Source: an optimization exercise on an open RTL-to-GDS flow (aim: small area, a short achievable clock period and few clock cycles per item). Production flows keep margins and buffers that such runs may drop. No functional check of the RTL was part of any run shown here. Power and IR drop assume default switching activity.

`flow/design.v`:
```
module qspi_lmx_xpose (
    input  wire        clk,
    input  wire        rst,
    input  wire        cfg_we,
    input  wire [4:0]  cfg_addr,
    input  wire [31:0] cfg_wdata,
    input  wire        start,
    output wire        busy,
    output reg         done,
    output reg  [14:0] xfer_len,
    output reg         warn_clamped,
    output reg         warn_mismatch,
    output reg         warn_all_empty,
    output reg         mem_req_valid,
    input  wire        mem_req_ready,
    output reg  [29:0] mem_req_addr,
    input  wire        mem_rsp_valid,
    input  wire [31:0] mem_rsp_data,
    output reg         out_valid,
    input  wire        out_ready,
    output reg  [31:0] out_data
);
    integer j, k;
    function ge15;
        input [14:0] a, b;
        reg g, l;
        integer i;
        begin
            g = 1'b0; l = 1'b0;
            for (i = 0; i < 15; i = i + 1) begin
                g = (a[i] & ~b[i]) | (~(~a[i] & b[i]) & g);
                l = (~a[i] & b[i]) | (~(a[i] & ~b[i]) & l);
            end
            ge15 = ~l;
        end
    endfunction
    reg [31:0] lane_ptr    [0:3];
    reg [31:0] lane_len    [0:3];
    reg [31:0] lane_pad    [0:3];
    reg [1:0]  lane_padlen [0:3];    
    reg [2:0]  lane_count;
    reg        busy_q;
    assign busy = busy_q;
    wire        wr_ok = cfg_we & ~busy_q & ~start;
    wire [31:0] wdat  = rst ? 32'd0 : cfg_wdata;
    wire [1:0]  wpl   = rst ? 2'd0  : cfg_wdata[1:0] - 2'd1;
    always @(posedge clk) begin
        for (j = 0; j < 4; j = j + 1) begin
            if (rst | (wr_ok & (cfg_addr == {1'b0, j[1:0], 2'd0}))) lane_ptr[j]    <= wdat;
            if (rst | (wr_ok & (cfg_addr == {1'b0, j[1:0], 2'd1}))) lane_len[j]    <= wdat;
            if (rst | (wr_ok & (cfg_addr == {1'b0, j[1:0], 2'd2}))) lane_pad[j]    <= wdat;
            if (rst | (wr_ok & (cfg_addr == {1'b0, j[1:0], 2'd3}))) lane_padlen[j] <= wpl;
        end
        if (rst | (wr_ok & (cfg_addr == 5'd16))) lane_count <= wdat[2:0];
    end
    reg [5:0]  ge_r;          
    reg [14:0] cu  [0:3];     
    wire [3:0] win = {~ge_r[2] & ~ge_r[4] & ~ge_r[5],
                      ~ge_r[1] & ~ge_r[3] &  ge_r[5],
                      ~ge_r[0] &  ge_r[3] &  ge_r[4],
                       ge_r[0] &  ge_r[1] &  ge_r[2]};
    wire [14:0] l_calc = ({15{win[0]}} & cuf[0]) | ({15{win[1]}} & cuf[1])
                       | ({15{win[2]}} & cuf[2]) | ({15{win[3]}} & cuf[3]);
    wire [1:0]  l_lo   = ({2{win[0]}} & culo_r[0]) | ({2{win[1]}} & culo_r[1])
                       | ({2{win[2]}} & culo_r[2]) | ({2{win[3]}} & culo_r[3]);
    reg [3:0]  used;
    reg [3:0]  over;
    reg [3:0]  el;            
    reg [14:0] cl  [0:3];     
    reg [14:0] clf [0:3];     
    reg [14:0] cuf [0:3];
    reg [3:0]  over_r;        
    reg [1:0]  eor [0:3];
    reg [1:0]  culo_r [0:3];
    reg [1:0]  eo  [0:3];     
    reg [1:0]  key [0:3];
    reg [1:0]  rank [0:3];
    reg [1:0]  nlast_c;
    reg [7:0]  perm_c;
    always @(*) begin
        used[0] = |lane_count;
        used[1] = lane_count[2] | lane_count[1];
        used[2] = lane_count[2] | (lane_count[1] & lane_count[0]);
        used[3] = lane_count[2];
        for (j = 0; j < 4; j = j + 1) begin
            over[j] = (|lane_len[j][31:15]) | (lane_len[j][14] & (|lane_len[j][13:0]));
            el[j]   = used[j] & (|lane_len[j]);
            cl[j]   = over[j] ? 15'd16384 : lane_len[j][14:0];
            cu[j]   = used[j] ? cl[j] : 15'd0;
            clf[j]  = over_r[j] ? 15'd16384 : lane_len[j][14:0];
            cuf[j]  = used[j] ? clf[j] : 15'd0;
            eo[j]   = lane_ptr[j][1:0] + cl[j][1:0];
            key[j]  = eor[j] - l_lo;
        end
        nlast_c = 2'd3;
        for (j = 0; j < 4; j = j + 1)
            if (~el[j]) nlast_c = nlast_c - 2'd1;
        for (j = 0; j < 4; j = j + 1) begin
            rank[j] = 2'd0;
            for (k = 0; k < 4; k = k + 1)
                if (k != j && el[k] && ((key[k] > key[j]) || ((key[k] == key[j]) && k < j)))
                    rank[j] = rank[j] + 2'd1;
        end
        perm_c = 8'd0;
        for (k = 0; k < 4; k = k + 1)
            for (j = 0; j < 4; j = j + 1)
                if (el[j] && rank[j] == k[1:0]) perm_c[2*k +: 2] = j[1:0];
    end
    reg [7:0]  perm;          
    reg [1:0]  nlast;
    always @(posedge clk) begin
        ge_r  <= {ge15(cu[2], cu[3]), ge15(cu[1], cu[3]), ge15(cu[1], cu[2]),
                  ge15(cu[0], cu[3]), ge15(cu[0], cu[2]), ge15(cu[0], cu[1])};
        nlast <= nlast_c;
        over_r <= over;
        for (j = 0; j < 4; j = j + 1)
            culo_r[j] <= cu[j][1:0];
        for (j = 0; j < 4; j = j + 1) begin
            eor[j]  <= eo[j];
        end
    end
    wire start_acc = start & ~busy_q;
    reg  init1, init2;        
    reg  init3;
    reg [14:0] ro;             
    reg [14:0] rm1;            
    reg [3:0]  idata;          
    reg [1:0]  ph [0:3];       
    reg [31:0] slot0 [0:3];
    reg [31:0] slot1 [0:3];
    reg [3:0]  sv0, sv1, swp, srp;
    reg [1:0]  bsel [0:3];
    reg [1:0]  alloc [0:3];    
    reg [7:0]  stash [0:3];    
    reg [3:0]  stv;            
    reg        scan_act;
    reg [15:0] sr;             
    reg        slast;          
    reg [1:0]  sl;
    reg [1:0]  slane;
    wire [1:0]  sl_nx   = (sl == nlast) ? 2'd0 : sl + 2'd1;
    wire [1:0]  lane_nx = perm[2*sl_nx +: 2];
    wire [15:0] sr_nx   = sr - 16'd4;
    reg  [14:0] pcur;
    wire [14:0] p_nx   = clf[lane_nx] + {13'd0, lane_ptr[lane_nx][1:0]};
    wire [14:0] p_sl   = clf[slane] + {13'd0, lane_ptr[slane][1:0]};
    wire [15:0] a_diff = {1'b0, pcur} - sr;
    wire [3:0]  a_top  = {sr[2], sr[2:0]} + {2'b00, a_diff[1:0]};
    wire        a_ok   = ~a_diff[15] & (|a_diff[14:2]) & (~slast | (~a_top[3] & (a_top != 4'd0)));
    reg        b_v;
    reg [1:0]  b_lane;
    reg [12:0] b_d;
    reg  [3:0]  pfm;
    wire        pf_v    = |pfm;
    wire [1:0]  pf_lane = pfm[0] ? 2'd0 : pfm[1] ? 2'd1 : pfm[2] ? 2'd2 : 2'd3;
    wire [1:0]  c_nlane = pf_v ? pf_lane : b_lane;
    wire [29:0] b_addr  = lane_ptr[c_nlane][31:2] + {17'd0, b_d & {13{~pf_v}}};
    reg [1:0]  c_lane;
    reg [1:0]  tq [0:3];
    reg [1:0]  tw, tr;
    reg [2:0]  tcnt;
    wire c_acc  = mem_req_valid & mem_req_ready;
    reg  [3:0] room;
    always @(*) begin
        for (j = 0; j < 4; j = j + 1)
            room[j] = ~alloc[j][1] | (~alloc[j][0] & ~stv[j] & idata[j] & (bsel[j] == 2'd3));
    end
    wire c_can  = (~mem_req_valid | mem_req_ready) & ((tcnt + {2'd0, mem_req_valid}) <= 3'd3);
    wire pf_go  = pf_v & c_can;
    wire b_go   = b_v & room[b_lane] & c_can & ~pf_v;
    wire c_load = pf_go | b_go;
    wire a_step = scan_act & ~init2 & (~b_v | b_go);
    wire [1:0] rsp_lane = tq[tr];
    reg  [3:0] early;
    always @(*) begin
        for (j = 0; j < 4; j = j + 1)
            early[j] = (swp[j] ? sv1[j] : sv0[j]) & ~pop[j];
    end
    reg [3:0]  hv;
    reg [3:0]  pop;
    reg [7:0]  lbyte [0:3];
    reg [7:0]  pbyte [0:3];
    reg [31:0] hw;
    reg        all_rdy;
    reg [31:0] wnext;
    always @(*) begin
        all_rdy = 1'b1;
        for (j = 0; j < 4; j = j + 1) begin
            hv[j]    = srp[j] ? sv1[j] : sv0[j];
            hw       = srp[j] ? slot1[j] : slot0[j];
            bsel[j]  = eor[j] - ro[1:0];
            pbyte[j] = lane_pad[j][8*ph[j] +: 8];
            if (idata[j] & ~hv[j]) all_rdy = 1'b0;
            lbyte[j] = hw[8*bsel[j] +: 8];
        end
        for (j = 0; j < 4; j = j + 1) begin
            if (~used[j])       lbyte[j] = pbyte[0];
            else if (~idata[j]) lbyte[j] = pbyte[j];
        end
        for (k = 0; k < 8; k = k + 1)
            for (j = 0; j < 4; j = j + 1)
                wnext[(3 - k/2) * 8 + (k%2)*4 + j] = lbyte[j][k];
    end
    wire ro_nz = |ro;
    wire load  = busy_q & ~init1 & ~init2 & ro_nz & all_rdy & (~out_valid | out_ready);
    always @(*) begin
        for (j = 0; j < 4; j = j + 1)
            pop[j] = load & idata[j] & ((bsel[j] == 2'd3) | ~(|rm1));
    end
    wire [14:0] rx     = init2 ? ro : rm1;
    wire        rx_upd = init2 | load;
    reg        mm_done;
    reg        mm_pass;
    reg [5:0]  mm_cnt;
    reg [3:0]  cmax, cmin;
    reg [2:0]  xh, yh;
    reg [1:0]  mcar;
    reg        mnz;
    wire [4:0] mm_idx = mm_pass ? mm_cnt[4:0] : ~mm_cnt[4:0];
    reg  [3:0] mb;
    always @(*) begin
        for (j = 0; j < 4; j = j + 1)
            mb[j] = lane_len[j][mm_idx];
    end
    wire       xk = ~mm_cnt[5] & (|(cmin & mb));
    wire       yk = ~mm_cnt[5] & (|(cmax & mb));
    wire [3:0] msum = {3'd0, yk} + {3'd0, yh[2]} - {3'd0, xh[0]} - {3'd0, xh[2]}
                    + {{2{mcar[1]}}, mcar};
    wire [1:0] mcar_n = msum[2:1];
    wire       mnz_n  = mnz | msum[0];
    wire fin = busy_q & ~init1 & ~init2 & mm_done & ~ro_nz & (~out_valid | out_ready);
    always @(posedge clk) begin
        if (rst) begin
            busy_q         <= 1'b0;
            done           <= 1'b0;
            xfer_len       <= 15'd0;
            warn_clamped   <= 1'b0;
            warn_mismatch  <= 1'b0;
            warn_all_empty <= 1'b0;
            ro             <= 15'd0;
            init1          <= 1'b0;
            init2          <= 1'b0;
            init3          <= 1'b0;
            out_valid      <= 1'b0;
            mem_req_valid  <= 1'b0;
            scan_act       <= 1'b0;
            b_v            <= 1'b0;
            pfm            <= 4'd0;
            tw             <= 2'd0;
            tr             <= 2'd0;
            tcnt           <= 3'd0;
            sv0            <= 4'd0;
            stv            <= 4'd0;
            sv1            <= 4'd0;
            swp            <= 4'd0;
            srp            <= 4'd0;
            mm_done        <= 1'b1;
            for (j = 0; j < 4; j = j + 1)
                alloc[j] <= 2'd0;
        end else begin
            done  <= fin;
            init1 <= start_acc;
            init2 <= init1;
            init3 <= init2;
            if (start_acc) begin
                busy_q  <= 1'b1;
                mm_done <= 1'b0;
            end else if (fin) begin
                busy_q  <= 1'b0;
            end
            if (init1) begin
                xfer_len       <= l_calc;
                ro             <= l_calc;
                warn_clamped   <= |(used & over);
                warn_all_empty <= (|lane_count) & ~(|el);
            end else if (load) begin
                ro             <= rm1;
            end
            if (init2) begin
                pcur     <= p_sl;
                sr       <= {1'b0, xfer_len} - 16'd4;
                slast    <= (xfer_len <= 15'd5);
            end
            if (init1) begin
                scan_act <= |l_calc;
                sl       <= 2'd0;
                slane    <= perm_c[1:0];
                perm     <= perm_c;
            end else if (a_step) begin
                sl       <= sl_nx;
                slane    <= lane_nx;
                pcur     <= p_nx;
                if (sl == nlast) begin
                    if (slast) scan_act <= 1'b0;
                    sr    <= sr_nx;
                    slast <= sr_nx[15] | ~(|sr_nx[14:1]);
                end
            end
            if (a_step) begin
                b_v    <= a_ok;
                b_lane <= slane;
                b_d    <= a_diff[14:2];
            end else if (b_go) begin
                b_v    <= 1'b0;
            end
            if (start_acc)
                pfm <= el;
            else if (pf_go)
                pfm[pf_lane] <= 1'b0;
            if (c_load) begin
                mem_req_valid <= 1'b1;
                mem_req_addr  <= b_addr;
                c_lane        <= c_nlane;
            end else if (c_acc) begin
                mem_req_valid <= 1'b0;
            end
            if (c_acc) begin
                tq[tw] <= c_lane;
                tw     <= tw + 2'd1;
            end
            if (mem_rsp_valid)
                tr <= tr + 2'd1;
            tcnt <= tcnt + {2'd0, c_acc} - {2'd0, mem_rsp_valid};
            for (j = 0; j < 4; j = j + 1) begin
                alloc[j] <= alloc[j] + {1'b0, c_load & (c_nlane == j[1:0])} - {1'b0, pop[j]};
                if (mem_rsp_valid & (rsp_lane == j[1:0])) begin
                    swp[j] <= ~swp[j];
                    if (swp[j]) sv1[j] <= 1'b1; else sv0[j] <= 1'b1;
                    if (early[j]) stv[j] <= 1'b1;
                end
                if (pop[j]) begin
                    srp[j] <= ~srp[j];
                    stv[j] <= 1'b0;
                    if (~stv[j] & ~(mem_rsp_valid & (rsp_lane == j[1:0]) & (swp[j] == srp[j]))) begin
                        if (srp[j]) sv1[j] <= 1'b0; else sv0[j] <= 1'b0;
                    end
                end
            end
            if (load) begin
                out_valid <= 1'b1;
            end else if (out_ready) begin
                out_valid <= 1'b0;
            end
            if (start_acc) begin
                mm_pass <= 1'b0;
                mm_cnt  <= 6'd0;
                cmax    <= used;
                cmin    <= used;
                xh      <= 3'd0;
                yh      <= 3'd0;
                mcar    <= 2'd0;
                mnz     <= 1'b0;
            end else if (~mm_done) begin
                mm_cnt <= mm_cnt + 6'd1;
                if (~mm_pass) begin
                    if (|(cmax & mb))  cmax <= cmax & mb;
                    if (|(cmin & ~mb)) cmin <= cmin & ~mb;
                    if (mm_cnt == 6'd31) begin
                        mm_pass <= 1'b1;
                        mm_cnt  <= 6'd0;
                    end
                end else begin
                    xh   <= {xh[1:0], xk};
                    yh   <= {yh[1:0], yk};
                    mcar <= mcar_n;
                    mnz  <= mnz_n;
                    if (mm_cnt == 6'd35) begin
                        mm_done       <= 1'b1;
                        warn_mismatch <= ~mcar_n[1] & ((mcar_n != 2'd0) | mnz_n);
                    end
                end
            end
        end
    end
    always @(posedge clk) begin
        if (start_acc) begin
            for (j = 0; j < 4; j = j + 1) begin
                ph[j]    <= 2'd0;
                idata[j] <= 1'b0;
            end
        end else begin
            if (load)
                for (j = 0; j < 4; j = j + 1)
                    ph[j] <= (ph[j] == lane_padlen[j]) ? 2'd0 : ph[j] + 2'd1;
            for (j = 0; j < 4; j = j + 1)
                if (rx_upd & used[j] & (rx == clf[j])) idata[j] <= 1'b1;
        end
        if (init2)
            rm1 <= ro - 15'd1;
        else if (load)
            rm1 <= rm1 - 15'd1;
        if (load)
            out_data <= wnext;
        for (j = 0; j < 4; j = j + 1) begin
            if (mem_rsp_valid & (rsp_lane == j[1:0]) & ~swp[j]) slot0[j][23:0] <= mem_rsp_data[23:0];
            if (mem_rsp_valid & (rsp_lane == j[1:0]) &  swp[j]) slot1[j][23:0] <= mem_rsp_data[23:0];
            if (mem_rsp_valid & (rsp_lane == j[1:0]) & ~swp[j] & ~early[j]) slot0[j][31:24] <= mem_rsp_data[31:24];
            if (mem_rsp_valid & (rsp_lane == j[1:0]) &  swp[j] & ~early[j]) slot1[j][31:24] <= mem_rsp_data[31:24];
            if (mem_rsp_valid & (rsp_lane == j[1:0]) & early[j]) stash[j] <= mem_rsp_data[31:24];
            if (pop[j] & stv[j] & ~srp[j]) slot0[j][31:24] <= stash[j];
            if (pop[j] & stv[j] &  srp[j]) slot1[j][31:24] <= stash[j];
        end
    end
endmodule
```
`flow/flow/run.sh`:
```
#!/bin/bash
# Standard ORFS layout, with faster port buffers and timing repair aimed
# well below the clock period.
set -euo pipefail
bash standard.sh SETUP_SLACK_MARGIN=9 "BUFFER_PORTS_ARGS=-buffer_cell sky130_fd_sc_hd__buf_4" finish > flow_make.log 2>&1
```
`flow/standard.sh`:
```
#!/bin/bash
# synth_recipe.tcl (not shown) runs the flow's synth.tcl, then flattens the netlist and writes it again
# the make line also repeats each setting of config.mk as NAME=value (left out here)
make -C /OpenROAD-flow-scripts/flow DESIGN_CONFIG=/design/flow/config.mk WORK_HOME=/design/flow/orfs CLKGATE_MAP_FILE= SYNTH_SCRIPT=/design/flow/synth_recipe.tcl "${@:-finish}"
```
`flow/config.mk`:
```
export PLATFORM = sky130hd
export DESIGN_NAME = qspi_lmx_xpose
export DESIGN_NICKNAME = qspi_lmx_xpose
export VERILOG_FILES = /design/flow/design.v
export SDC_FILE = /design/flow/constraint.sdc
export NUM_CORES = 4
export LEC_CHECK = 0
export CAP_MARGIN = 20
export CORE_MARGIN = 2
export CORE_UTILIZATION = 70
export CTS_BUF_LIST = sky130_fd_sc_hd__clkbuf_4 sky130_fd_sc_hd__clkbuf_8
export CTS_CLUSTER_SIZE = 30
export SLEW_MARGIN = 20
```
`flow/constraint.sdc`:
```
create_clock -name core_clock -period 13.5 [get_ports {clk}]
set_input_delay 2.7000 -clock core_clock [delete_from_list [all_inputs] [get_ports {clk}]]
set_output_delay 2.7000 -clock core_clock [all_outputs]
set_load 0.01 [all_outputs]
```
==> out/results.txt, run 1 <==
status = timing/DRC/antenna clean
final-stage net count = 4,101
Place WS = 7.73 ns
Final TNS setup = 0 ns
clock slew at reported path FFs = 0.06 ns
initial antenna violation count = 5
clk sinks = 976
Layout area overhead = 13.1%
Overall Global Routing Usage = 0.441
final worst-path cycle share = 0.335
fin worst setup slack = 8.98 ns
final core occ = 0.799
part of the Yosys area used for sequential elements = 0.591
maximum vdd drop = 0.000139 V
largest net degree at the start of global routing = 72
power consumption = 0.00791 W
FFs w/ async S/R, synth = 0
vias in the first global route = 34,700
Synthesized Nets = 3,876
root buffer cell = clkbuf_8
layout cells sized above 1 = 0.214
Worst EP required = 14.24 ns
row cnt = 95
maximum clock insertion buffer count = 3
r2r setup slk = 8.98 ns
Post-Syn Area per Cell = 12.8 um^2
gp weighted congestion = 1.08
Tightest Pin Transition = 1.36 ns
pwr/cell area = 147 nW/um^2
IO Count = 160
final hold violation count = 0
Synth Register Bits = 976
full die area = 69,900 um^2
CTS HTree Levels = 4
Final Setup Violations = 0
Lkg Pwr = 18.8 nW
maxcap violations = 0
Die Span Y = 264 um
Die X = 264 um
final WL = 156,000 um
Final HPWL DP = 103,000 um
skew final = 0.0599 ns
global-route wire length before repair = 225,000 um
WL/cell = 31.5 um
Setup CP Type = reg2reg
worst-path fanout max = 10
worst skew pair latency = 0.85 ns
TritonCTS clock tree = built
Critical Path Source Type = flip-flop
Routed Antenna Nets = 0
Vias = 35,600
core area = 67,200 um^2
Syn Std Cell Area = 47,500 um^2
Worst Hold Class = reg2reg
EDFF count, synth = 853
buffers added on ports = 159
total CTS buffers = 150
CP arrival = 5.26 ns
initial DRC count = 6,063
Final Critical Period = 4.52 ns
FILL cells = 3,592
TritonRoute pass-1 iters = 7
Critical Path End Type = flip-flop
total gr overflow = 0
maximum clock frequency = 0.221 GHz
Slew Limit Fails = 0
RSZ-0062 raised after global routing = true
drt drc = 0
Synth Instances = 3,711
number of warnings issued by yosys = 22
Initial Util = 0.707
post-route cell area = 53,700 um^2
most common flop cell mapped by yosys = edfxtp_1
Vias/cell = 7.22
Cell Area, Placed = 49,800 um^2
Cell variety after synth = 96
Relative slew margins = 0.0852
-- per-stage QoR --
step | hold WS [ns] | std cells
3_5_place_dp | 0.479 | 4623
5_1_grt | 0.520 | 4937
3_3_place_gp | 0.470 | 4623
4_1_cts | 0.486 | 4913
6_report | 0.483 | 4937
2_1_floorplan | 0.454 | 3711
-- critical path, stage by stage (launching register included) --
cell       delay (ns)
edfxtp_1         0.40
buf_6            0.17
xor2_4           0.21
buf_4            0.18
clkbuf_16        0.16
buf_4            0.16
mux4_2           0.32
mux4_2           0.51
mux2i_4          0.26
nor2b_1          0.15
nor4_4           0.25
buf_6            0.17
nor2_4           0.04
fa_2             0.34
inv_2            0.07
fa_1             0.43
a2111o_1         0.46
a21oi_2          0.16
-- what timing repair did --
item	in CTS	in global routing
gates cloned	3	2
gates resized for setup	44	40
pin swaps	3	8
hold buffers	0	0
setup buffers	10	18
endpoints found under the setup margin	179	115
-- path summary, 6_finish.rpt --
kind,start,to,depth (start not counted)
worst min register to register,warn_clamped$_SDFFE_PP0P_,warn_clamped$_SDFFE_PP0P_,2
worst max-delay path,mm_pass$_SDFFCE_PP0P_,warn_mismatch$_SDFFE_PP0P_,17
worst max register to register,mm_pass$_SDFFCE_PP0P_,warn_mismatch$_SDFFE_PP0P_,17
worst min-delay path,warn_clamped$_SDFFE_PP0P_,warn_clamped$_SDFFE_PP0P_,2
-- kinds of logic after synthesis --
| kind of cell | Yosys count | share of synthesized area |
|---|---|---|
| xor gates and xnor gates | 201 | 0.0375 |
| AOI/OAI and AO/OA | 726 | 0.0993 |
| and+or+nand+nor | 1092 | 0.113 |
| buffers and inverters | 320 | 0.0275 |
| muxes | 305 | 0.106 |
| adders and majority gates | 91 | 0.0253 |
| DFF | 976 | 0.591 |
-- layer usage --
metal  up-vias  GRT usage  part of all wire
met5         -          0                 0
met4         0      0.264             0.074
met3       702      0.119              0.14
met2      3175      0.680              0.45
met1     17200      0.569              0.33
li1      14500          -                 -
-- area by class of cell --
class | instances | area, um^2 | share of cell area
multi-input combinational | 2416 | 18700 | 0.348
clock buffer | 212 | 2550 | 0.0476
sequential | 976 | 28100 | 0.523
timing repair buffer | 266 | 2180 | 0.0406
antenna | 3 | 7.51 | 0.000140
tap | 873 | 1090 | 0.0203
inverter | 126 | 479 | 0.00893
clock inverter | 65 | 589 | 0.0110
-- report_power, final --
group          switching (W)  total, W  internal (W)
registers           0.000208   0.00377       0.00356
clock network        0.00125   0.00260       0.00135
logic               0.000935   0.00155      0.000611
-- cell usage after synthesis, drive strengths merged (7+ instances only) --
cell,instances,share of area
nand3,53,0.0056
mux2,68,0.016
mux2i,85,0.018
o21a,48,0.0076
nand2,336,0.027
nand2b,52,0.0069
nor2,274,0.022
o32ai,7,0.0013
nand3b,17,0.0027
a211oi,42,0.0066
o22ai,24,0.0032
a222oi,7,0.0015
and4,7,0.0013
o211ai,16,0.0025
a22o,14,0.0026
nand4,35,0.0046
o21ai,185,0.020
mux4,152,0.072
o31a,7,0.0013
xor2,69,0.013
a21oi,160,0.017
o31ai,32,0.0052
a31oi,48,0.0063
a21o,13,0.0021
and2,67,0.0089
clkbuf,130,0.010
nor2b,90,0.012
a32oi,10,0.0018
nor3,51,0.0057
o41ai,12,0.0026
ha,80,0.021
and3,21,0.0029
inv,124,0.0098
nor4,57,0.0086
fa,9,0.0038
o21bai,8,0.0013
a22oi,25,0.0040
a221oi,20,0.0038
xnor2,132,0.024
dfxtp,123,0.052
buf,64,0.0073
edfxtp,853,0.54
-- registers in the layout, indices dropped and copies added (netlist names), 16 cells and up, named ones only --
register / flops
mem_req_addr: 30
lane_len: 128
sr: 16
slot0: 128
lane_pad: 128
out_data: 32
stash: 32
lane_ptr: 128
slot1: 128
-- layout by cell type (no fill, tap or decap), types with 9 or more instances in the layout --
cell      count
a22oi_1      25
and2_1       63
o31ai_1      22
clkbuf_8    154
o21a_1       48
clkbuf_4     58
ha_1         79
nand2_1     334
a221oi_1     19
nand2b_1     51
edfxtp_1    853
nor2_1      265
mux4_2      152
a31oi_1      47
clkinv_1     32
xor2_1       66
o22ai_1      24
a22o_1       14
nor2b_1      67
nand3_1      53
clkinv_2     16
nor4_1       48
nor2b_2      21
a21o_1       12
o21ai_0     168
a21oi_1     156
a32oi_1      10
mux2i_1      80
nor3_1       41
inv_1       119
and3_1       19
a211oi_1     40
nand4_1      35
xnor2_1     127
buf_4       251
o21ai_2       9
mux2_2       68
nand3b_1     17
o211ai_1     16
dfxtp_1     118
==> run 2, diff against run 1 <==
--- a/flow/config.mk
+++ b/flow/config.mk
@@ -7,7 +7,7 @@
 export LEC_CHECK = 0
 export CAP_MARGIN = 20
 export CORE_MARGIN = 2
-export CORE_UTILIZATION = 70
+export CORE_UTILIZATION = 60
 export CTS_BUF_LIST = sky130_fd_sc_hd__clkbuf_4 sky130_fd_sc_hd__clkbuf_8
 export CTS_CLUSTER_SIZE = 30
 export SLEW_MARGIN = 20
==> run 2 against run 1 <==
Compared with the run above: flip-flop and latch count stayed put; non-clock buffer count is 4 lower; synthesized cell count stayed put; utilization is 12 points lower; total power is 0.85% lower; cell count is 3.6% higher; wire length is 1.8% lower; hold slack better by 0.014 ns; clock-buffer cell count is 9 higher; largest power group unchanged; clock power hardly changed; die area is 16% higher; register-to-register slack better by 0.09 ns.
==> out/results.txt, run 2 <==
most common cell after layout, fill and taps aside = edfxtp_1
maximum clock insertion buffer count = 3 (unchanged)
Layout area overhead = 13.2%
maximum clock frequency = 0.226 GHz (+2.1%)
Vias = 34,200 (-4.1%)
cell family with most CP delay = simple AND/OR/NAND/NOR gates
pwr/cell area = 146 nW/um^2 (-0.97%)
Final Critical Period = 4.42 ns (-0.0945 ns)
FFs w/ async S/R, synth = 0 (unchanged)
path depth of the worst reg2reg path = 15 (-2)
largest net degree at the start of global routing = 59 (-18%)
top cell type's share of synthesized area = 0.539 (unchanged)
IO Count = 160 (unchanged)
Seq. cell area = 28,100 um^2 (about the same)
total CTS buffers = 157 (+4.7%)
max incr delay on CP = 0.96 ns (+0.45 ns)
count leader, synth = edfxtp_1
gp weighted congestion = 1.02 (-5.2%)
Critical Path End Type = flip-flop
full die area = 81,400 um^2 (+16%)
global-route wire length before repair = 220,000 um (-1.9%)
FF-to-FF Start = mm_pass$_SDFFCE_PP0P_
Final Hold Slack = 0.497 ns (+0.0141 ns)
maxcap violations = 0 (unchanged)
Final HPWL DP = 108,000 um (+5.2%)
largest area contributor in the netlist = edfxtp_1
initial antenna violation count = 5 (unchanged)
Synthesized Nets = 3,876 (unchanged)
RSZ-0062 raised after global routing = true
Final Setup Violations = 0 (unchanged)
Post-Syn Area per Cell = 12.8 um^2 (unchanged)
Initial Util = 0.604 (-0.103)
Synth top cells by count = edfxtp_1 (853), nand2_1 (335), nor2_1 (273)
total gr overflow = 0 (unchanged)
multi-input logic area = 18,600 um^2 (-0.70%)
FILL cells = 5,562 (+55%)
Worst EP required = 14.26 ns (+0.02 ns)
final hold violation count = 0 (unchanged)
final WL = 153,000 um (-1.8%)
Buf/Inv on CP = 3 (-3)
Lkg Pwr = 18.8 nW (-0.17%)
Relative slew margins = 0.197 (+0.112)
final worst-path cycle share = 0.328 (-0.00700)
r2r setup slk = 9.08 ns (+0.09 ns)
core area = 78,600 um^2 (+17%)
Vias/cell = 6.68 (-7.4%)
root buffer cell = clkbuf_8
Critical Path Source Type = input pin
final core occ = 0.684 (-0.116)
final-stage net count = 4,103 (+0.049%)
most frequent cells in the layout = edfxtp_1 (853), nand2_1 (334), nor2_1 (268)
Die X = 285 um (+7.9%)
Worst Setup SP = rst
most common flop cell mapped by yosys = edfxtp_1
Syn Std Cell Area = 47,500 um^2 (unchanged)
buffers added on ports = 159 (unchanged)
part of the Yosys area used for sequential elements = 0.591 (unchanged)
row cnt = 103 (+8.4%)
Final TNS setup = 0 ns (unchanged)
Overall Global Routing Usage = 0.372 (-0.0691)
drt drc = 0 (unchanged)
Slew Limit Fails = 0 (unchanged)
Levels on crit path = 7 (-10)
clk sinks = 976 (unchanged)
CP arrival = 5.18 ns (-0.08 ns)
TritonRoute pass-1 iters = 8 (+1)
worst-path cell with the longest stage delay = and3_1
worst-path fanout max = 50 (+40)
maximum vdd drop = 0.000123 V (-11%)
clock slew at reported path FFs = 0.06 ns (about the same)
Synth Instances = 3,711 (unchanged)
vias in the first global route = 32,900 (-5.3%)
Cell variety after synth = 96 (unchanged)
critical-path cell list = buf_4 > inv_2 > buf_4 > and3_1 > o2111ai_1 > a211o_1 > a21oi_1
Setup CP Type = in2reg
Critical Path End = b_v$_SDFFE_PP0P_
Synth Register Bits = 976 (unchanged)
layout cells sized above 1 = 0.209 (-0.00503)
power consumption = 0.00784 W (-0.85%)
EDFF count, synth = 853 (unchanged)
skew final = 0.0526 ns (-0.00727 ns)
Tightest Pin Transition = 1.20 ns (-0.167 ns)
number of warnings issued by yosys = 22 (unchanged)
status = timing/DRC/antenna clean
Area contributors post-synth = edfxtp_1 (54%), mux4_2 (7.2%), dfxtp_1 (5.2%)
Routed Antenna Nets = 0 (unchanged)
TritonCTS clock tree = built
initial DRC count = 4,298 (-29%)
most frequent CP cell = buf_4
Worst Hold Class = reg2reg
WL/cell = 29.9 um (-5.3%)
Die Span Y = 285 um (+7.9%)
r2r endpoint = warn_mismatch$_SDFFE_PP0P_
worst skew pair latency = 0.83 ns (-0.02 ns)
CTS HTree Levels = 4 (unchanged)
[run 2: final cells by class]
type                       instances  share of cell area
sequential                       976               0.522
timing repair buffer             262              0.0393
clock buffer                     221              0.0498
tap                             1050              0.0244
multi-input combinational       2415               0.345
antenna                            2           0.0000931
clock inverter                    63             0.00952
inverter                         126             0.00887
[run 2: logic make-up after synthesis]
family / synth area share
flip-flops: 0.591
multiplexers: 0.106
AND/OR/NAND/NOR: 0.113
adder cells (fa/ha/maj): 0.0253
AO/OA/AOI/OAI: 0.0993
XOR/XNOR: 0.0375
buffers and inverters: 0.0275
[run 2: repair_timing]
| item | CTS | global route |
|---|---|---|
| endpoints found under the setup margin | 28 | 37 |
| buffers inserted | 3 | 5 |
| cloned | 0 | 4 |
| resized for setup | 20 | 28 |
| hold buffers | 0 | 0 |
| pin swaps | 0 | 5 |
[run 2: through the flow]
stage / instances / cell area [um^2] / setup WS, ns
finish: 5115 / 53700 / 9.08
global route: 5114 / 53700 / 8.98
CTS: 5103 / 53400 / 8.93
detailed placement: 4816 / 50100 / 8.11
global placement: 4816 / 50100 / 8.27
floorplan: 3711 / 47700 / 7.52
[run 2: where the power goes]
part	total [W]	switching (W)	internal [W]
sequential	0.00377	0.000212	0.00356
combinational	0.00148	0.000890	0.000595
clock	0.00259	0.00122	0.00137
[run 2: layer usage]
metal  global-route usage  share of wire
met1                0.506           0.38
met2                0.572           0.46
met3               0.0737          0.099
met4                0.199          0.062
met5                    0        0.00031
[run 2: worst min path at each step]
| stage | to | start | cells past startpoint | slack, ns |
|---|---|---|---|---|
| final | swp[2]$_SDFFE_PP0P_ | swp[2]$_SDFFE_PP0P_ | 2 | 0.50 |
| after global routing | swp[2]$_SDFFE_PP0P_ | swp[2]$_SDFFE_PP0P_ | 2 | 0.51 |
| after CTS | sv0[2]$_SDFF_PP0_ | sv0[2]$_SDFF_PP0_ | 2 | 0.50 |
| after detailed placement | sv0[2]$_SDFF_PP0_ | sv0[2]$_SDFF_PP0_ | 2 | 0.49 |
| after global placement | swp[3]$_SDFFE_PP0P_ | swp[3]$_SDFFE_PP0P_ | 2 | 0.47 |
| after floorplan | sv0[0]$_SDFF_PP0_ | sv0[0]$_SDFF_PP0_ | 2 | 0.45 |
[run 2: worst min-delay path, stage by stage, from the launching register on]
cell and delay [ns]:
dfxtp_1 0.33, nand2_1 0.06, a21oi_1 0.06
==> run 3, diff against run 2 <==
--- a/flow/design.v
+++ b/flow/design.v
@@ -133,6 +133,7 @@
     reg [1:0]  alloc [0:3];    
     reg [7:0]  stash [0:3];    
     reg [3:0]  stv;            
+    reg [3:0]  snp;            
     reg        scan_act;
     reg [15:0] sr;             
     reg        slast;          
@@ -174,7 +175,7 @@
     reg  [3:0] early;
     always @(*) begin
         for (j = 0; j < 4; j = j + 1)
-            early[j] = (swp[j] ? sv1[j] : sv0[j]) & ~pop[j];
+            early[j] = swp[j] ? sv1[j] : sv0[j];
     end
     reg [3:0]  hv;
     reg [3:0]  pop;
@@ -323,14 +324,19 @@
             tcnt <= tcnt + {2'd0, c_acc} - {2'd0, mem_rsp_valid};
             for (j = 0; j < 4; j = j + 1) begin
                 alloc[j] <= alloc[j] + {1'b0, c_load & (c_nlane == j[1:0])} - {1'b0, pop[j]};
+                if (stv[j] & ~snp[j])
+                    stv[j] <= 1'b0;
                 if (mem_rsp_valid & (rsp_lane == j[1:0])) begin
                     swp[j] <= ~swp[j];
                     if (swp[j]) sv1[j] <= 1'b1; else sv0[j] <= 1'b1;
-                    if (early[j]) stv[j] <= 1'b1;
+                    if (early[j]) begin
+                        stv[j] <= 1'b1;
+                        snp[j] <= ~pop[j];
+                    end
                 end
                 if (pop[j]) begin
                     srp[j] <= ~srp[j];
-                    stv[j] <= 1'b0;
+                    if (stv[j]) snp[j] <= 1'b0;
                     if (~stv[j] & ~(mem_rsp_valid & (rsp_lane == j[1:0]) & (swp[j] == srp[j]))) begin
                         if (srp[j]) sv1[j] <= 1'b0; else sv0[j] <= 1'b0;
                     end
@@ -397,8 +403,8 @@
             if (mem_rsp_valid & (rsp_lane == j[1:0]) & ~swp[j] & ~early[j]) slot0[j][31:24] <= mem_rsp_data[31:24];
             if (mem_rsp_valid & (rsp_lane == j[1:0]) &  swp[j] & ~early[j]) slot1[j][31:24] <= mem_rsp_data[31:24];
             if (mem_rsp_valid & (rsp_lane == j[1:0]) & early[j]) stash[j] <= mem_rsp_data[31:24];
-            if (pop[j] & stv[j] & ~srp[j]) slot0[j][31:24] <= stash[j];
-            if (pop[j] & stv[j] &  srp[j]) slot1[j][31:24] <= stash[j];
+            if (stv[j] & ~snp[j] &  srp[j]) slot0[j][31:24] <= stash[j];
+            if (stv[j] & ~snp[j] & ~srp[j]) slot1[j][31:24] <= stash[j];
         end
     end
 endmodule
==> run 3 against run 2 <==
Compared with the run above: register-to-register slack worse by 0.06 ns; area after synthesis barely moved; clock skew up 0.021 ns; utilization shrank 0.074 points; largest cell class unchanged; via count down 2.0%; first-iteration DRC count is 0.51% higher; non-clock buffer count down 2; still clean on timing, DRC and antenna.
==> out/results.txt, run 3 <==
CTS HTree Levels = 4 (unchanged)
Seq. cell area = 28,200 um^2 (+0.44%)
Layout area overhead = 13.1% (about the same)
clock group share of total power = 0.323 (-0.007)
total gr overflow = 0 (unchanged)
Net Sw Frac = 0.295 (-0.00135)
root buffer cell = clkbuf_8
maximum vdd drop = 0.000130 V (+5.4%)
final WL = 146,000 um (-4.3%)
most common cell after layout, fill and taps aside = edfxtp_1
Area contributors post-synth = edfxtp_1 (54%), mux4_2 (7.1%), dfxtp_1 (5.2%)
Hold Path Cell Cnt = 2 (unchanged)
fin worst setup slack = 9.02 ns (-0.0614 ns)
maximum clock insertion buffer count = 3 (unchanged)
TritonRoute pass-1 iters = 10 (+2)
Die X = 285 um (about the same)
Post-Syn Area per Cell = 12.9 um^2 (+0.77%)
top cell type's share of synthesized area = 0.542 (+0.00204)
final hold violation count = 0 (unchanged)
Vias/cell = 6.57 (-1.7%)
Syn Std Cell Area = 47,500 um^2 (about the same)
path depth of the worst reg2reg path = 15 (unchanged)
Synth Instances = 3,686 (-0.67%)
clk sinks = 980 (+0.41%)
Sequential Power Share = 0.489 (+0.008)
vias in the first global route = 32,900 (-0.076%)
TritonCTS clock tree = built
gp weighted congestion = 1.03 (+1.3%)
most frequent cells in the layout = edfxtp_1 (857), nand2_1 (298), nor2_1 (263)
skew final = 0.0736 ns (+0.0210 ns)
part of the Yosys area used for sequential elements = 0.593 (+0.00200)
Final Hold Slack = 0.499 ns (+0.00221 ns)
Final HPWL DP = 102,000 um (-6.0%)
Tightest Pin Transition = 1.21 ns (+0.0180 ns)
Synthesized Nets = 3,851 (-0.64%)
largest area contributor in the netlist = edfxtp_1
largest net degree at the start of global routing = 73 (+24%)
power consumption = 0.00773 W (-1.5%)
Vias = 33,500 (-2.0%)
r2r setup slk = 9.02 ns (-0.06 ns)
Critical Path End Type = flip-flop
Setup CP Type = reg2reg
drt drc = 0 (unchanged)
Initial Util = 0.604 (about the same)
Synth top cells by count = edfxtp_1 (857), nand2_1 (301), nor2_1 (268)
Final Setup Violations = 0 (unchanged)
full die area = 81,500 um^2 (about the same)
WL/cell = 28.7 um (-4.0%)
IO Count = 160 (unchanged)
Critical Path Source Type = flip-flop
worst hold endpoint = warn_all_empty$_SDFFE_PP0P_
FILL cells = 5,547 (-0.27%)
core area = 78,700 um^2 (+0.16%)
Cell variety after synth = 94 (-2.1%)
Die Span Y = 285 um (about the same)
pwr/cell area = 144 nW/um^2 (-1.5%)
row cnt = 103 (unchanged)
multi-input logic area = 18,600 um^2 (about the same)
Final TNS setup = 0 ns (unchanged)
Worst EP required = 14.24 ns (-0.02 ns)
count leader, synth = edfxtp_1
RSZ-0062 raised after global routing = true
HP Start = warn_all_empty$_SDFFE_PP0P_
buffers added on ports = 159 (unchanged)
final worst-path cycle share = 0.332 (+0.00455)
Relative slew margins = 0.175 (-0.0219)
r2r endpoint = warn_mismatch$_SDFFE_PP0P_
layout cells sized above 1 = 0.212 (+0.00256)
EDFF count, synth = 857 (+0.47%)
global-route wire length before repair = 212,000 um (-3.9%)
FFs w/ async S/R, synth = 0 (unchanged)
total CTS buffers = 156 (-0.64%)
Sw Pwr = 0.00228 W (-1.9%)
final-stage net count = 4,087 (-0.39%)
Final Critical Period = 4.48 ns (+0.0614 ns)
maxcap violations = 0 (unchanged)
worst skew pair latency = 0.85 ns (+0.02 ns)
number of warnings issued by yosys = 22 (unchanged)
Logic pwr share = 0.189 (about the same)
most common flop cell mapped by yosys = edfxtp_1
clock slew at reported path FFs = 0.06 ns (about the same)
CTS Hold Bufs = 0 (unchanged)
Slew Limit Fails = 0 (unchanged)
worst-path fanout max = 8 (-84%)
status = timing/DRC/antenna clean
initial antenna violation count = 8 (+3)
Synth Register Bits = 980 (+0.41%)
Lkg Pwr = 18.7 nW (-0.36%)
CP arrival = 5.23 ns (+0.05 ns)
maximum clock frequency = 0.223 GHz (-1.4%)
FF-to-FF Start = mm_pass$_SDFFCE_PP0P_
Worst Hold Class = reg2reg
Routed Antenna Nets = 0 (unchanged)
initial DRC count = 4,320 (+0.51%)
Place WS = 7.89 ns (-0.214 ns)
Power Internal = 0.00545 W (-1.3%)
Overall Global Routing Usage = 0.355 (-0.0172)
==> run 3: final cells by class <==
| class | count | share of cell area |
|---|---|---|
| Tap cell | 1050 | 0.0244 |
| Clock inverter | 73 | 0.00880 |
| Sequential cell | 980 | 0.524 |
| Multi-Input combinational cell | 2387 | 0.345 |
| Clock buffer | 210 | 0.0481 |
| Inverter | 136 | 0.00966 |
| Timing Repair Buffer | 260 | 0.0391 |
| Antenna cell | 1 | 0.0000465 |
| Timing Repair inverter | 1 | 0.0000931 |
==> run 3: per-layer routing <==
layer | track usage | routed length, um | vias up
li1 | - | - | 14500
met2 | 0.543 | 66400 | 2063
met4 | 0.188 | 8340 | 4
met3 | 0.0959 | 15500 | 407
met5 | 0 | 27 | -
met1 | 0.468 | 55800 | 16600
==> run 3: how the worst max path moves through the flow <==
stage,from,to,slack (ns),cells past startpoint
floorplan,cfg_addr[3],lane_ptr[1][0]$_DFFE_PP_,6.48,2
global placement,rst,sl[0]$_SDFFCE_PP0P_,8.07,5
detailed placement,rst,sl[0]$_SDFFCE_PP0P_,7.89,5
CTS,rst,slane[1]$_DFFE_PP_,9.02,5
global route,mm_pass$_SDFFCE_PP0P_,warn_mismatch$_SDFFE_PP0P_,8.86,15
finish,mm_pass$_SDFFCE_PP0P_,warn_mismatch$_SDFFE_PP0P_,9.02,15
==> run 3: logic make-up after synthesis <==
logic type / synth area share
simple gates: 0.109
flops: 0.593
compound gates: 0.0941
mux: 0.112
buf+inv: 0.0264
xor+xnor: 0.0393
fa+ha+maj: 0.0264
==> run 3: power by group through the flow <==
stage | Clock (W) | Sequential, W | Combinational (W)
6_report | 0.00249 | 0.00378 | 0.00146
3_5_place_dp | 0 | 0.00383 | 0.00138
2_1_floorplan | 0 | 0.00373 | 0.000935
5_1_grt | 0.00265 | 0.00379 | 0.00156
4_1_cts | 0.00252 | 0.00377 | 0.00141
3_3_place_gp | 0 | 0.00381 | 0.00133
==> run 3: per-stage QoR <==
stage	utilization	instances	area, um^2
finish	0.683	5098	53800
global route	0.683	5098	53800
CTS	0.679	5086	53400
detailed placement	0.638	4795	50200
global placement	0.637	4795	50200
floorplan	-	3686	47700
==> run 3: repair_timing <==
item                                    4_1_cts  5_1_grt
pin swaps                                     2        5
resized for setup                            27       33
gates cloned                                  1        3
endpoints found under the setup margin       76       37
setup buffers                                 7        6
==> run 3: worst max-delay path, stage by stage (launching register included) <==
cell and delay (ns):
edfxtp_1 0.35, buf_4 0.18, xor2_4 0.19, buf_12 0.15
buf_12 0.16, mux4_2 0.52, mux4_2 0.49, mux2i_1 0.29
nor2b_1 0.15, nor4_4 0.42, nor2_1 0.11, fa_1 0.40
inv_1 0.08, fa_1 0.43, a2111o_1 0.37, a21oi_1 0.14
==> run 4, diff against run 3 <==
--- a/flow/design.v
+++ b/flow/design.v
@@ -156,6 +156,8 @@
     wire [1:0]  pf_lane = pfm[0] ? 2'd0 : pfm[1] ? 2'd1 : pfm[2] ? 2'd2 : 2'd3;
     wire [1:0]  c_nlane = pf_v ? pf_lane : b_lane;
     wire [29:0] b_addr  = lane_ptr[c_nlane][31:2] + {17'd0, b_d & {13{~pf_v}}};
+    wire [1:0]  f_lane  = el[0] ? 2'd0 : el[1] ? 2'd1 : el[2] ? 2'd2 : 2'd3;
+    wire        f_go    = start_acc & (|el);
     reg [1:0]  c_lane;
     reg [1:0]  tq [0:3];
     reg [1:0]  tw, tr;
@@ -170,6 +172,7 @@
     wire pf_go  = pf_v & c_can;
     wire b_go   = b_v & room[b_lane] & c_can & ~pf_v;
     wire c_load = pf_go | b_go;
+    wire [1:0] c_alane = start_acc ? f_lane : c_nlane;
     wire a_step = scan_act & ~init2 & (~b_v | b_go);
     wire [1:0] rsp_lane = tq[tr];
     reg  [3:0] early;
@@ -304,11 +307,17 @@
             end else if (b_go) begin
                 b_v    <= 1'b0;
             end
-            if (start_acc)
-                pfm <= el;
-            else if (pf_go)
+            if (start_acc) begin
+                pfm         <= el;
+                pfm[f_lane] <= 1'b0;
+            end else if (pf_go) begin
                 pfm[pf_lane] <= 1'b0;
-            if (c_load) begin
+            end
+            if (f_go) begin
+                mem_req_valid <= 1'b1;
+                mem_req_addr  <= lane_ptr[f_lane][31:2];
+                c_lane        <= f_lane;
+            end else if (c_load) begin
                 mem_req_valid <= 1'b1;
                 mem_req_addr  <= b_addr;
                 c_lane        <= c_nlane;
@@ -323,7 +332,7 @@
                 tr <= tr + 2'd1;
             tcnt <= tcnt + {2'd0, c_acc} - {2'd0, mem_rsp_valid};
             for (j = 0; j < 4; j = j + 1) begin
-                alloc[j] <= alloc[j] + {1'b0, c_load & (c_nlane == j[1:0])} - {1'b0, pop[j]};
+                alloc[j] <= alloc[j] + {1'b0, (f_go | c_load) & (c_alane == j[1:0])} - {1'b0, pop[j]};
                 if (stv[j] & ~snp[j])
                     stv[j] <= 1'b0;
                 if (mem_rsp_valid & (rsp_lane == j[1:0])) begin
==> run 4 against run 3 <==
Compared with the run above: largest cell class unchanged; first-iteration DRC count shrank 13%; non-clock buffer count increased by 25; final area rose by 2.7%; via count grew 1.7%; largest power group unchanged.
==> out/results.txt, run 4 <==
status = timing/DRC/antenna clean
part of the Yosys area used for sequential elements = 0.581 (-0.0120)
Initial Util = 0.604 (about the same)
most common flop cell mapped by yosys = edfxtp_1
Synth Register Bits = 980 (unchanged)
worst hold endpoint = warn_all_empty$_SDFFE_PP0P_
vias in the first global route = 34,000 (+3.4%)
worst-path fanout max = 8 (unchanged)
drt drc = 0 (unchanged)
Synth top cells by count = edfxtp_1 (857), nand2_1 (285), nor2_1 (261)
number of warnings issued by yosys = 22 (unchanged)
CTS Hold Bufs = 0 (unchanged)
Place WS = 7.57 ns (-0.330 ns)
global-route wire length before repair = 218,000 um (+2.7%)
CTS HTree Levels = 4 (unchanged)
gp weighted congestion = 1.02 (-1.6%)
full die area = 83,100 um^2 (+2.0%)
Synthesized Nets = 3,869 (+0.47%)
final worst-path cycle share = 0.333 (+0.00123)
largest net degree at the start of global routing = 77 (+5.5%)
path depth of the worst reg2reg path = 13 (-2)
r2r endpoint = warn_mismatch$_SDFFE_PP0P_
largest area contributor in the netlist = edfxtp_1
Worst Hold Class = reg2reg
Syn Std Cell Area = 48,500 um^2 (+2.1%)
initial DRC count = 3,769 (-13%)
Post-Syn Area per Cell = 13.1 um^2 (+1.6%)
final WL = 150,000 um (+2.6%)
post-route cell area = 55,200 um^2 (+2.7%)
pwr/cell area = 144 nW/um^2 (+0.16%)
adder and majority gate portion of the synthesized area = 0.0253 (-0.00110)
Critical Path Source Type = flip-flop
row cnt = 104 (+0.97%)
highest metal used = met5
count leader, synth = edfxtp_1
WL/cell = 29.2 um (+1.9%)
Vias = 34,100 (+1.7%)
xor-xnor portion of the synthesized cell area = 0.0372 (-0.00206)
Critical Path End Type = flip-flop
Cell Area, Placed = 51,300 um^2 (+2.1%)
CP arrival = 5.24 ns (about the same)
most common cell after layout, fill and taps aside = edfxtp_1
layout cells sized above 1 = 0.229 (+0.0169)
Die X = 288 um (+1.0%)
maximum clock insertion buffer count = 3 (unchanged)
Final TNS setup = 0 ns (unchanged)
WL met1 = 55,500 um (-0.43%)
RSZ-0062 raised after global routing = true
Synth Instances = 3,702 (+0.43%)
largest family of logic cells by synthesized area = multiplexers
Layout area overhead = 13.9%
Vias/cell = 6.64 (+0.99%)
final-stage net count = 4,111 (+0.59%)
total gr overflow = 0 (unchanged)
maxcap violations = 0 (unchanged)
post-synthesis mux area share = 0.130 (+0.0186)
maximum clock frequency = 0.222 GHz (-0.37%)
Setup CP Type = reg2reg
final core occ = 0.688 (+0.00495)
clk sinks = 980 (unchanged)
maximum vdd drop = 0.000123 V (-5.3%)
WL met3 = 14,100 um (-9.4%)
FFs w/ async S/R, synth = 0 (unchanged)
Relative slew margins = 0.196 (+0.0204)
EDFF count, synth = 857 (unchanged)
Worst Setup SP = mm_cnt[0]$_SDFFCE_PP0P_
total CTS buffers = 157 (+0.64%)
Compound-Gate Fraction of Synth Area = 0.0965 (+0.00239)
Overall Global Routing Usage = 0.360 (+0.00505)
non-filler cells in the finished layout = 5,132 (+0.67%)
Hold Path Cell Cnt = 2 (unchanged)
buffers added on ports = 159 (unchanged)
placed cells = 4,811 (+0.33%)
Routed Antenna Nets = 0 (unchanged)
TritonRoute pass-1 iters = 7 (-3)
Final HPWL DP = 104,000 um (+2.0%)
initial antenna violation count = 7 (-1)
Worst EP required = 14.24 ns (about the same)
Cell variety after synth = 94 (unchanged)
TritonCTS clock tree = built
root buffer cell = clkbuf_8
IO Count = 160 (unchanged)
Final Setup Violations = 0 (unchanged)
r2r setup slk = 9.00 ns (-0.02 ns)
Area contributors post-synth = edfxtp_1 (53%), mux4_2 (8.5%), dfxtp_1 (5.1%)
Tightest Pin Transition = 1.20 ns (-0.0107 ns)
FF-to-FF Start = mm_cnt[0]$_SDFFCE_PP0P_
Die Span Y = 288 um (+1.0%)
Final Critical Period = 4.50 ns (+0.0166 ns)
skew final = 0.0519 ns (-0.0218 ns)
routed wl met2 = 72,100 um (+8.6%)
clock slew at reported path FFs = 0.07 ns (about the same)
Simple-Gate Fraction of Synth Area = 0.103 (-0.00609)
HP Start = warn_all_empty$_SDFFE_PP0P_
final hold violation count = 0 (unchanged)
most frequent cells in the layout = edfxtp_1 (857), nand2_1 (284), buf_4 (264)
Lkg Pwr = 19.0 nW (+1.6%)
top cell type's share of synthesized area = 0.531 (-0.0109)
Slew Limit Fails = 0 (unchanged)
fin worst setup slack = 9.00 ns (-0.0166 ns)
worst skew pair latency = 0.85 ns (about the same)
core area = 80,300 um^2 (+2.0%)
-- run 4: cell types whose count changed after synthesis, sizes merged, moves of 19 or more --
cell | before | now
a221o | 3 | 25
and2 | 55 | 33
a221oi | 15 | 34
a21oi | 158 | 132
a31oi | 41 | 17
a211oi | 53 | 32
o21ai | 174 | 215
mux2 | 74 | 105
o211ai | 14 | 45
clkbuf | 130 | 150
nor2b | 68 | 90
o21a | 43 | 14
mux4 | 150 | 183
-- run 4: logic make-up after synthesis --
logic type               after synthesis
AO/OA/AOI/OAI                        707
XOR/XNOR                             206
adder cells (fa/ha/maj)               93
buffers and inverters                325
flip-flops                           980
multiplexers                         389
AND/OR/NAND/NOR                     1002
-- run 4: stage by stage --
step | total power [W] | hold WS (ns)
after floorplan | 0.00469 | 0.424
after global placement | 0.00520 | 0.464
after detailed placement | 0.00525 | 0.472
after CTS | 0.00792 | 0.496
after global routing | 0.00822 | 0.508
final | 0.00795 | 0.498
-- run 4: worst max-delay path, stage by stage, from the launching register on --
cell and delay, ns:
edfxtp_1 0.50, xor2_4 0.38, buf_12 0.20, mux4_2 0.51
mux4_2 0.55, mux2i_4 0.24, nor2b_1 0.12, nor4_2 0.37
nor2_1 0.12, fa_2 0.36, inv_2 0.07, fa_1 0.43
a2111o_1 0.43, a21oi_2 0.13
-- run 4: worst max-delay path by stage --
stage,slack (ns),cells after the start,end
floorplan,6.52,2,lane_ptr[1][0]$_DFFE_PP_
global placement,7.49,7,mem_req_addr[23]$_DFFE_PP_
detailed placement,7.57,9,sr[7]$_DFFE_PN_
CTS,8.98,13,warn_mismatch$_SDFFE_PP0P_
global route,8.84,13,warn_mismatch$_SDFFE_PP0P_
finish,9.00,13,warn_mismatch$_SDFFE_PP0P_
-- run 4: report_power, final --
group	switching [W]	total [W]	internal [W]
registers	0.000186	0.00376	0.00357
logic	0.000890	0.00153	0.000635
clock network	0.00125	0.00267	0.00142
total	0.00232	0.00795	0.00563
-- run 4: area by class of cell --
type,instances,area (um^2)
Multi-Input combinational cell,2397,19500
Antenna cell,1,2.50
Sequential cell,980,28200
Tap cell,1060,1330
Inverter,123,467
Clock buffer,216,2650
Fill cell,5486,25100
Timing Repair Buffer,285,2410
Clock inverter,70,637
-- run 4: routing by layer --
layer | GRT usage | up-vias
met3 | 0.0764 | 426
met5 | 0 | -
met1 | 0.455 | 17000
met2 | 0.593 | 1957
li1 | - | 14700
met4 | 0.179 | 6
-- run 4: timing repair --
action                     in CTS  in global routing
buffers inserted               14                 12
gates resized for setup        27                 27
gates cloned                    2                  3
setup endpoints to repair      79                 95
pin swaps                       4                 13
==> run 5, diff against run 4 <==
==> flow/flow/run.sh (replaced) <==
#!/bin/bash
# Standard ORFS layout, with faster port buffers and timing repair aimed
# well below the clock period.
set -euo pipefail
bash standard.sh SETUP_SLACK_MARGIN=10 "BUFFER_PORTS_ARGS=-buffer_cell sky130_fd_sc_hd__buf_4" finish > flow_make.log 2>&1
==> run 5 against run 4 <==
Compared with the run above: still clean on timing, DRC and antenna; clock-buffer cell count decreased by 15; clock power is 2% higher; sequential share of layout area down 4.4 points; non-clock buffer count up 228; total power rose by 5.9%; die area unchanged; sequential power about the same; final area up 9.7%; first-iteration DRC count increased by 18%; critical path type unchanged; largest cell class unchanged; highest routed layer unchanged.
==> out/results.txt, run 5 <==
xor-xnor portion of the synthesized cell area = 0.0372 (unchanged)
FILL cells = 4,819 (-12%)
Seq. cell area = 28,300 um^2 (+0.28%)
Vias/cell = 6.74 (+1.5%)
r2r setup slk = 9.27 ns (+0.27 ns)
Tightest Pin Transition = 1.23 ns (+0.0275 ns)
status = timing/DRC/antenna clean
Die X = 288 um (unchanged)
Worst Hold Class = reg2reg
Relative slew margins = 0.177 (-0.0184)
Layout area overhead = 24.9%
Final Hold Slack = 0.484 ns (-0.0136 ns)
final-stage net count = 4,349 (+5.8%)
Final TNS setup = 0 ns (unchanged)
Synth Register Bits = 980 (unchanged)
adder and majority gate portion of the synthesized area = 0.0253 (unchanged)
full die area = 83,100 um^2 (unchanged)
Critical Path Source Type = flip-flop
Critical Path End Type = flip-flop
total gr overflow = 0 (unchanged)
path depth of the worst reg2reg path = 14 (+1)
clock slew at reported path FFs = 0.06 ns (about the same)
row cnt = 104 (unchanged)
CTS Hold Bufs = 0 (unchanged)
HP Start = warn_all_empty$_SDFFE_PP0P_
initial DRC count = 4,449 (+18%)
maxcap violations = 0 (unchanged)
Syn Std Cell Area = 48,500 um^2 (unchanged)
TritonRoute pass-1 iters = 14 (+7)
most frequent cells in the layout = edfxtp_1 (857), buf_4 (322), nand2_1 (249)
initial antenna violation count = 6 (-1)
clk sinks = 980 (unchanged)
Initial Util = 0.604 (unchanged)
CTS HTree Levels = 4 (unchanged)
Final Critical Period = 4.23 ns (-0.273 ns)
Final HPWL DP = 106,000 um (+1.9%)
gp weighted congestion = 1.07 (+4.6%)
part of the Yosys area used for sequential elements = 0.581 (unchanged)
Cell Area, Placed = 52,100 um^2 (+1.7%)
Synth Instances = 3,702 (unchanged)
Lkg Pwr = 21.2 nW (+11%)
multi-input logic area = 21,800 um^2 (+12%)
core area = 80,300 um^2 (unchanged)
post-route cell area = 60,600 um^2 (+9.7%)
Setup CP Type = reg2reg
r2r endpoint = warn_mismatch$_SDFFE_PP0P_
worst-path fanout max = 8 (unchanged)
Worst EP required = 14.26 ns (+0.02 ns)
final WL = 165,000 um (+10%)
worst hold endpoint = warn_all_empty$_SDFFE_PP0P_
final hold violation count = 0 (unchanged)
maximum clock frequency = 0.237 GHz (+6.5%)
Slew Limit Fails = 0 (unchanged)
number of warnings issued by yosys = 22 (unchanged)
Post-Syn Area per Cell = 13.1 um^2 (unchanged)
most common flop cell mapped by yosys = edfxtp_1
Synthesized Nets = 3,869 (unchanged)
TritonCTS clock tree = built
post-synthesis mux area share = 0.130 (unchanged)
Hold Path Cell Cnt = 2 (unchanged)
WL/cell = 30.7 um (+5.2%)
Vias = 36,200 (+6.3%)
most common cell after layout, fill and taps aside = edfxtp_1
Compound-Gate Fraction of Synth Area = 0.0965 (unchanged)
maximum vdd drop = 0.000132 V (+7.5%)
vias in the first global route = 35,500 (+4.4%)
pwr/cell area = 139 nW/um^2 (-3.5%)
largest net degree at the start of global routing = 77 (unchanged)
Final Setup Violations = 0 (unchanged)
Simple-Gate Fraction of Synth Area = 0.103 (unchanged)
maximum clock insertion buffer count = 3 (unchanged)
largest family of logic cells by synthesized area = multiplexers
root buffer cell = clkbuf_8
drt drc = 0 (unchanged)
global-route wire length before repair = 233,000 um (+7.2%)
Die Span Y = 288 um (unchanged)
CP arrival = 4.98 ns (-0.26 ns)
top cell type's share of synthesized area = 0.531 (unchanged)
Overall Global Routing Usage = 0.390 (+0.0295)
FFs w/ async S/R, synth = 0 (unchanged)
EDFF count, synth = 857 (unchanged)
buffers added on ports = 159 (unchanged)
RSZ-0062 raised after global routing = true
final worst-path cycle share = 0.313 (-0.0202)
skew final = 0.0531 ns (+0.00122 ns)
largest area contributor in the netlist = edfxtp_1
Synth top cells by count = edfxtp_1 (857), nand2_1 (285), nor2_1 (261)
count leader, synth = edfxtp_1
Area contributors post-synth = edfxtp_1 (53%), mux4_2 (8.5%), dfxtp_1 (5.1%)
FF-to-FF Start = mm_pass$_SDFFCE_PP0P_
Cell variety after synth = 94 (unchanged)
Routed Antenna Nets = 0 (unchanged)
total CTS buffers = 157 (unchanged)
IO Count = 160 (unchanged)
layout cells sized above 1 = 0.345 (+0.117)
worst skew pair latency = 0.86 ns (about the same)
run 5: cell counts after synthesis:
Identical to the previous run, type by type.
run 5: metrics by stage:
stage	worst slack [ns]	total power (W)	utilization	cells
3_3_place_gp	8.29	0.00525	0.648	4782
3_5_place_dp	8.20	0.00530	0.649	4783
2_1_floorplan	6.52	0.00478	-	3702
4_1_cts	9.31	0.00822	0.733	5271
6_report	9.27	0.00842	0.755	5374
5_1_grt	9.17	0.00867	0.755	5373
run 5: where the power goes:
part	total, W	internal (W)	switching [W]
clock	0.00272	0.00148	0.00124
sequential	0.00377	0.00357	0.000198
combinational	0.00192	0.000868	0.00106
total	0.00842	0.00592	0.00250
run 5: worst max path at each step:
| stage | startpoint | end | cells past startpoint | slack (ns) |
|---|---|---|---|---|
| final | mm_pass$_SDFFCE_PP0P_ | warn_mismatch$_SDFFE_PP0P_ | 14 | 9.27 |
| after global routing | mm_cnt[0]$_SDFFCE_PP0P_ | warn_mismatch$_SDFFE_PP0P_ | 14 | 9.17 |
| after CTS | mem_req_addr[29]$_DFFE_PP_ | mem_req_addr[29] | 1 | 9.31 |
| after detailed placement | rst | lane_ptr[2][9]$_DFFE_PP_ | 5 | 8.20 |
| after global placement | start | mem_req_addr[24]$_DFFE_PP_ | 7 | 8.29 |
| after floorplan | cfg_addr[3] | lane_ptr[1][0]$_DFFE_PP_ | 2 | 6.52 |
run 5: cell type report:
class	count	area share
repair buffers	513	0.0878
multi-input cells	2405	0.360
diodes	4	0.000165
flip-flops and latches	980	0.467
repair inverters	2	0.000165
inverters	123	0.00861
clock inverters	86	0.0132
clock buffers	201	0.0416
well taps	1060	0.0219
run 5: worst max-delay path, stage by stage, from the launching register on:
cell,delay (ns)
edfxtp_1,0.50
xor2_4,0.19
buf_12,0.16
buf_16,0.14
mux4_2,0.51
mux4_2,0.56
mux2i_4,0.21
nor2b_2,0.09
nor4_4,0.35
nor2_2,0.09
fa_2,0.35
inv_2,0.06
fa_1,0.42
a2111o_1,0.37
a21oi_1,0.12
run 5: what timing repair did:
action                                  in CTS  in global routing
setup buffers                              176                 91
gates resized for setup                    333                190
cloned                                      25                  8
pin swaps                                   72                 91
endpoints found under the setup margin    1130                605
run 5: cell families (layout without fill, tap and decap cells):
family / count (synthesis) / after routing
muxes: 389 / 389
DFF: 980 / 980
xor gates and xnor gates: 206 / 206
and+or+nand+nor: 1002 / 1007
adders and majority gates: 93 / 93
buffers and inverters: 325 / 925
other: 0 / 4
AOI/OAI and AO/OA: 707 / 710
run 5: metal layers:
metal  up-vias  global-route usage  routed length (um)
met5         -            0.000568                  11
li1      15200                   -                   -
met2      2330               0.616               77900
met4         2               0.248               11700
met3       604               0.104               17900
met1     18000               0.478               57600

[afterwards: timing with drivers on the ports]
No port has a modelled driver above. Below, the same layouts with a new extraction and two added sets of constraints.
Step 1 assumes that a clkbuf_16 drives the clock port and a buf_2 every other input.
Step 2, shift: input delay + t, output delay - t, t = (earliest + latest rising clock arrival at the registers) / 2. This alone moves slack from input paths to output paths.
Slacks: ideal / step 1 / step 2; pairs: ideal / step 1.
| run | t, ns | setup WS [ns] | worst setup path after step 2 | cell pins on the clock port's net |
|---|---|---|---|---|
| run 1 | 0.885 | 8.982 / 8.982 / 8.211 | input to register | 1 |
| run 2 | 0.875 | 9.077 / 9.080 / 8.241 | input to register | 1 |
| run 3 | 0.883 | 9.015 / 9.015 / 8.243 | input to register | 1 |
| run 4 | 0.886 | 8.999 / 8.968 / 8.344 | input to register | 1 |
| run 5 | 0.896 | 9.272 / 9.272 / 8.847 | input to register | 1 |
After both steps every run listed still meets setup and hold. For run 2, which loses most, drivers alone change the setup slack by +0.003 ns; drivers and shift together by -0.836 ns.
